Source: an optimization exercise on an open RTL-to-GDS flow (aim: small area, a short achievable clock period and few clock cycles). Production flows keep margins and buffers that such runs may drop.
At most, simulation tests tie the RTL to the original design; equivalence was not proved. The clock port is modelled as an ideal driver; clocking choices that lean on that would not hold on a real chip.

==> flow/design.v <==
module touch_channel (
    input  wire        clk,
    input  wire        clr,         
    input  wire        edge_en,     
    input  wire        hold_en,     
    input  wire [31:0] now,         
    input  wire        wrap_in,     
    output wire [31:0] t_new,       
    output wire [31:0] t_old_n,     
    output wire [9:0]  wrap_flags,  
    output wire        first_out    
);
    reg [31:0] ts [0:9];
    reg [31:0] t10n;                
    reg [9:0]  w;
    reg [3:0]  cnt;                 
    reg        first;
    integer i;
    wire [31:0] sh = {32{edge_en}};
    wire [31:0] hd = {32{hold_en}};
    always @(posedge clk) begin
        ts[0] <= (sh & now) | (hd & ts[0]);
        for (i = 1; i < 10; i = i + 1)
            ts[i] <= (sh & ts[i-1]) | (hd & ts[i]);
    end
    wire [31:0] ld_now = {32{edge_en & first}};
    wire [31:0] ld_old = {32{edge_en & ~first & (cnt == 4'd9)}};
    wire [31:0] ld_hd  = {32{hold_en | (~first & (cnt != 4'd9))}};
    always @(posedge clk)
        t10n <= (ld_now & ~now) | (ld_old & ~ts[9]) | (ld_hd & t10n);
    always @(posedge clk) begin
        if (edge_en) begin
            if (first)
                cnt <= 4'd0;
            else if (cnt != 4'd9)
                cnt <= cnt + 4'd1;
        end
    end
    wire [9:0] wsh = {10{edge_en & ~clr}};
    wire [9:0] whd = {10{hold_en & ~clr}};
    always @(posedge clk)
        w <= (wsh & {w[8:0], wrap_in & ~first}) | (whd & w);
    always @(posedge clk) begin
        if (clr)
            first <= 1'b1;
        else if (edge_en)
            first <= 1'b0;
    end
    assign t_new     = ts[0];
    assign t_old_n   = t10n;
    assign wrap_flags = w;
    assign first_out = first;
endmodule
module quad_decoder #(
    parameter ENC_LIMIT = 96
) (
    input  wire       clk,
    input  wire       clr,          
    input  wire [1:0] clr_ab,       
    input  wire       edge_en,      
    input  wire [1:0] ab,           
    input  wire       zero_en,      
    input  wire       press_en,     
    input  wire       btn_rd_en,    
    output wire [7:0] position,     
    output wire       btn           
);
    reg signed [7:0] count;
    reg        [1:0] last_ab;
    reg              btn_latch;
    reg signed [1:0] qdelta;
    always @(*) begin
        case ({last_ab, ab})
            4'b00_01, 4'b01_11, 4'b11_10, 4'b10_00: qdelta = 2'sd1;
            4'b00_10, 4'b10_11, 4'b11_01, 4'b01_00: qdelta = -2'sd1;
            default:                                qdelta = 2'sd0;
        endcase
    end
    wire signed [7:0] count_step = count + {{6{qdelta[1]}}, qdelta};
    wire lap = (count_step == ENC_LIMIT) || (count_step == -ENC_LIMIT);
    always @(posedge clk) begin
        if (clr) begin
            count     <= 8'sd0;
            last_ab   <= clr_ab;
            btn_latch <= 1'b0;
        end else begin
            if (edge_en) begin
                count   <= lap ? 8'sd0 : count_step;
                last_ab <= ab;
            end else if (zero_en) begin
                count <= 8'sd0;
            end
            if (press_en)
                btn_latch <= 1'b1;
            else if (btn_rd_en)
                btn_latch <= 1'b0;
        end
    end
    wire [7:0] count_adj = count + {6'd0, count[7], count[7]};
    assign position = {{2{count_adj[7]}}, count_adj[7:2]};
    assign btn      = btn_latch;
endmodule
module btmp3_sensor_core (
    input  wire        clk,
    input  wire        rst,         
    input  wire        cmd_valid,
    output wire        cmd_ready,
    input  wire [7:0]  cmd_op,
    input  wire [31:0] cmd_arg,
    input  wire [31:0] thresh0,
    input  wire [31:0] thresh1,
    output reg         rsp_valid,
    output reg  [7:0]  rsp_data
);
    localparam OP_TOUCH_IS_TOUCHED = 7'b0000100;    
    localparam OP_ENC_GET_POSITION = 8'h0C;
    localparam OP_ENC_RESET_POS    = 8'h0D;
    localparam OP_ENC_BUTTON       = 8'h0E;
    localparam OP_EV_TOUCH_EDGE    = 7'b0010100;    
    localparam OP_EV_ENC_EDGE      = 6'b001100;     
    localparam OP_EV_BTN_PRESS     = 8'h34;
    localparam OP_RESET            = 6'b111100;     
    assign cmd_ready = 1'b1;
    reg        c_valid;
    reg [7:0]  c_op;
    reg [31:0] c_x;
    reg        c_rst;
    reg [1:0]  c_edge, c_hold;      
    always @(posedge clk) begin
        c_valid <= cmd_valid & ~rst;
        c_op    <= cmd_op;
        c_rst   <= rst;
        c_edge  <= {2{cmd_valid & (cmd_op[7:1] == OP_EV_TOUCH_EDGE)}} & {cmd_op[0], ~cmd_op[0]};
        c_hold  <= ~({2{cmd_valid & (cmd_op[7:1] == OP_EV_TOUCH_EDGE)}} & {cmd_op[0], ~cmd_op[0]});
        c_x     <= cmd_op[5] ? cmd_arg : ~(cmd_op[0] ? thresh1 : thresh0);
    end
    wire fire = c_valid;
    wire is_poll      = fire && (c_op[7:1] == OP_TOUCH_IS_TOUCHED);
    wire is_get_pos   = fire && (c_op == OP_ENC_GET_POSITION);
    wire is_reset_pos = fire && (c_op == OP_ENC_RESET_POS);
    wire is_btn_rd    = fire && (c_op == OP_ENC_BUTTON);
    wire is_enc       = fire && (c_op[7:2] == OP_EV_ENC_EDGE);
    wire is_press     = fire && (c_op == OP_EV_BTN_PRESS);
    wire is_reset     = fire && (c_op[7:2] == OP_RESET);
    wire       clr    = c_rst || is_reset;
    wire [1:0] clr_ab = c_rst ? 2'b00 : c_op[1:0];
    wire [31:0] tn0, ton0, tn1, ton1;
    wire        wrap_in;
    wire [9:0]  wf0, wf1;
    wire        f0, f1;
    wire [7:0]  position;
    wire        btn;
    touch_channel u_touch0 (
        .clk       (clk),
        .clr       (clr),
        .edge_en   (c_edge[0]),
        .hold_en   (c_hold[0]),
        .now       (c_x),
        .wrap_in   (wrap_in),
        .t_new     (tn0),
        .t_old_n   (ton0),
        .wrap_flags(wf0),
        .first_out (f0)
    );
    touch_channel u_touch1 (
        .clk       (clk),
        .clr       (clr),
        .edge_en   (c_edge[1]),
        .hold_en   (c_hold[1]),
        .now       (c_x),
        .wrap_in   (wrap_in),
        .t_new     (tn1),
        .t_old_n   (ton1),
        .wrap_flags(wf1),
        .first_out (f1)
    );
    quad_decoder u_enc (
        .clk       (clk),
        .clr       (clr),
        .clr_ab    (clr_ab),
        .edge_en   (is_enc),
        .ab        (c_op[1:0]),
        .zero_en   (is_reset_pos),
        .press_en  (is_press),
        .btn_rd_en (is_btn_rd),
        .position  (position),
        .btn       (btn)
    );
    wire        sel   = c_op[0];
    wire [31:0] tn    = sel ? tn1 : tn0;
    wire [31:0] ton   = sel ? ton1 : ton0;
    wire [9:0]  wf    = sel ? wf1 : wf0;
    wire [3:0]  wr    = wf[0] + wf[1] + wf[2] + wf[3] + wf[4]
                      + wf[5] + wf[6] + wf[7] + wf[8] + wf[9];
    wire        fst   = sel ? f1  : f0;
    wire [31:0] lt_b = ~c_x & tn;
    wire [31:0] gt_b = c_x & ~tn;
    reg         lt;
    integer j;
    always @(*) begin
        lt = 1'b0;
        for (j = 0; j < 32; j = j + 1)
            lt = lt_b[j] | (~gt_b[j] & lt);
    end
    assign wrap_in = lt;
    wire [37:0] op_a = {2'b00, wr, tn};
    wire [37:0] op_b = {6'b111111, ton};
    wire [37:0] op_c = {3'b111, c_x, 3'b111};
    wire [37:0] op_d = {5'b11111, c_x, 1'b1};
    wire [37:0] s1   = op_a ^ op_b ^ op_c;
    wire [37:0] c1   = {(op_a[36:0] & op_b[36:0]) | (op_a[36:0] & op_c[36:0]) | (op_b[36:0] & op_c[36:0]), 1'b1};
    wire [37:0] s2   = s1 ^ c1 ^ op_d;
    wire [37:0] c2   = {(s1[36:0] & c1[36:0]) | (s1[36:0] & op_d[36:0]) | (c1[36:0] & op_d[36:0]), 1'b1};
    wire [36:0] lo_lt = ~s2[36:0] & ~c2[36:0];
    wire [36:0] lo_gt = s2[36:0] & c2[36:0];
    reg         lo_less;
    integer k;
    always @(*) begin
        lo_less = 1'b0;
        for (k = 0; k < 37; k = k + 1)
            lo_less = lo_lt[k] | (~lo_gt[k] & lo_less);
    end
    wire        sign = s2[37] ^ c2[37] ^ ~lo_less;
    wire        touched = fst ? (&c_x) : ~sign;
    always @(posedge clk) begin
        rsp_valid <= ~rst & (is_poll | is_get_pos | is_btn_rd);
        if (!c_op[2])
            rsp_data <= {7'd0, touched};
        else if (!c_op[1])
            rsp_data <= position;
        else
            rsp_data <= {7'd0, btn};
    end
endmodule
Settings: LEC_CHECK=0, CAP_MARGIN=20, CORE_MARGIN=2, CORE_UTILIZATION=70, CTS_BUF_LIST=sky130_fd_sc_hd__clkbuf_16, CTS_CLUSTER_DIAMETER=90, CTS_CLUSTER_SIZE=30, SLEW_MARGIN=20; clock period 30.0 ns.
standard.sh (not shown) runs the stock make flow with config.mk's settings and CLKGATE_MAP_FILE= SYNTH_SCRIPT=/design/flow/synth_recipe.tcl, a recipe that flattens the netlist after the stock synthesis.
==> flow/flow/run.sh <==
#!/bin/bash
# The standard layout (standard.sh) with these changes:
# - the port buffers that global placement inserts are plain
#   sky130_fd_sc_hd__buf_1 cells instead of the delay buffers it picks by
#   default (every port still gets its buffer);
# - the buffers that synthesis's ABC inserted are removed at floorplan, and
#   the placement's repair_design buffers the nets again;
# - clock tree synthesis inserts no dummy loads;
# - after global placement, post_gp.tcl gives the response outputs a buf_2
#   port buffer and a dfxtp_2 flip-flop, and an input port buffer with a
#   large fanout a buf_8 (drive strength only).
# make's full output goes to layout.log; each ORFS step keeps its own log
# under orfs/logs/.
set -euo pipefail
bash standard.sh \
  "BUFFER_PORTS_ARGS=-buffer_cell sky130_fd_sc_hd__buf_1" \
  "REMOVE_ABC_BUFFERS=1" \
  "POST_GLOBAL_PLACE_TCL=$PWD/flow/post_gp.tcl" \
  "CTS_ARGS=-sink_clustering_enable -repair_clock_nets -sink_clustering_size 30 -sink_clustering_max_diameter 90 -buf_list sky130_fd_sc_hd__clkbuf_16 -dont_use_dummy_load" \
  finish > layout.log 2>&1
Other scripts of this flow, unchanged in this note and not shown: flow/flow/post_gp.tcl
Edit:
--- a/flow/design.v
+++ b/flow/design.v
@@ -35,17 +35,16 @@
             else if (cnt != 4'd9)
                 cnt <= cnt + 4'd1;
         end
     end
-    wire [9:0] wsh = {10{edge_en & ~clr}};
-    wire [9:0] whd = {10{hold_en & ~clr}};
-    always @(posedge clk)
-        w <= (wsh & {w[8:0], wrap_in & ~first}) | (whd & w);
-    always @(posedge clk) begin
-        if (clr)
+    always @(posedge clk) begin
+        if (clr) begin
+            w     <= 10'd0;
             first <= 1'b1;
-        else if (edge_en)
+        end else if (edge_en) begin
+            w     <= {w[8:0], wrap_in & ~first};
             first <= 1'b0;
+        end
     end
     assign t_new     = ts[0];
     assign t_old_n   = t10n;
     assign wrap_flags = w;
@@ -76,9 +75,9 @@
             default:                                qdelta = 2'sd0;
         endcase
     end
     wire signed [7:0] count_step = count + {{6{qdelta[1]}}, qdelta};
-    wire lap = (count_step == ENC_LIMIT) || (count_step == -ENC_LIMIT);
+    wire lap = (count_step >= ENC_LIMIT) || (count_step <= -ENC_LIMIT);
     always @(posedge clk) begin
         if (clr) begin
             count     <= 8'sd0;
             last_ab   <= clr_ab;
@@ -138,8 +137,9 @@
     wire is_poll      = fire && (c_op[7:1] == OP_TOUCH_IS_TOUCHED);
     wire is_get_pos   = fire && (c_op == OP_ENC_GET_POSITION);
     wire is_reset_pos = fire && (c_op == OP_ENC_RESET_POS);
     wire is_btn_rd    = fire && (c_op == OP_ENC_BUTTON);
+    wire is_touch     = fire && (c_op[7:1] == OP_EV_TOUCH_EDGE);
     wire is_enc       = fire && (c_op[7:2] == OP_EV_ENC_EDGE);
     wire is_press     = fire && (c_op == OP_EV_BTN_PRESS);
     wire is_reset     = fire && (c_op[7:2] == OP_RESET);
     wire       clr    = c_rst || is_reset;
The new run produced a clean layout.
Count of clock-buffer cells in the layout does not change.
Fmax rose slightly.
Non-clock buffer count fell by 5.
Critical path depth stays the same.
Final area is about the same.
Die area rose slightly.
Global-route usage rose by 0.35 points.
Testbench counts after the change, summed over its fixed seeds: cycles 24,016.
No functional check of the RTL was part of the first run of this note.

[separate check: timing with driven ports]
How much do the figures lean on ideal ports? The routed layouts below were timed once more, with nothing changed but the port constraints. Step 1 assumes that a clkbuf_16 drives the clock port and a buf_2 every other input. Step 2 moves the port delays by t, midway between the first and last clock arrival at a register: inputs arrive t later, outputs are due t later. That takes back most of the time a late clock gives input paths. a / b / c = no drivers / after step 1 / after step 2; a / b = the first two.
| run | t (ns) | setup slack, ns | slew at the worst register clock pin (ns) | worst data-port slew with drivers (ns) |
|---|---|---|---|---|
| the first run | 0.668 | 22.908 / 22.848 / 22.466 | 0.11 / 0.11 | 0.04 |
| the second run | 0.667 | 22.951 / 22.891 / 22.332 | 0.12 / 0.12 | 0.11 |
After both steps every run listed still meets setup and hold. For the second run, which loses most, drivers alone change the setup slack by -0.060 ns; drivers and shift together by -0.619 ns.
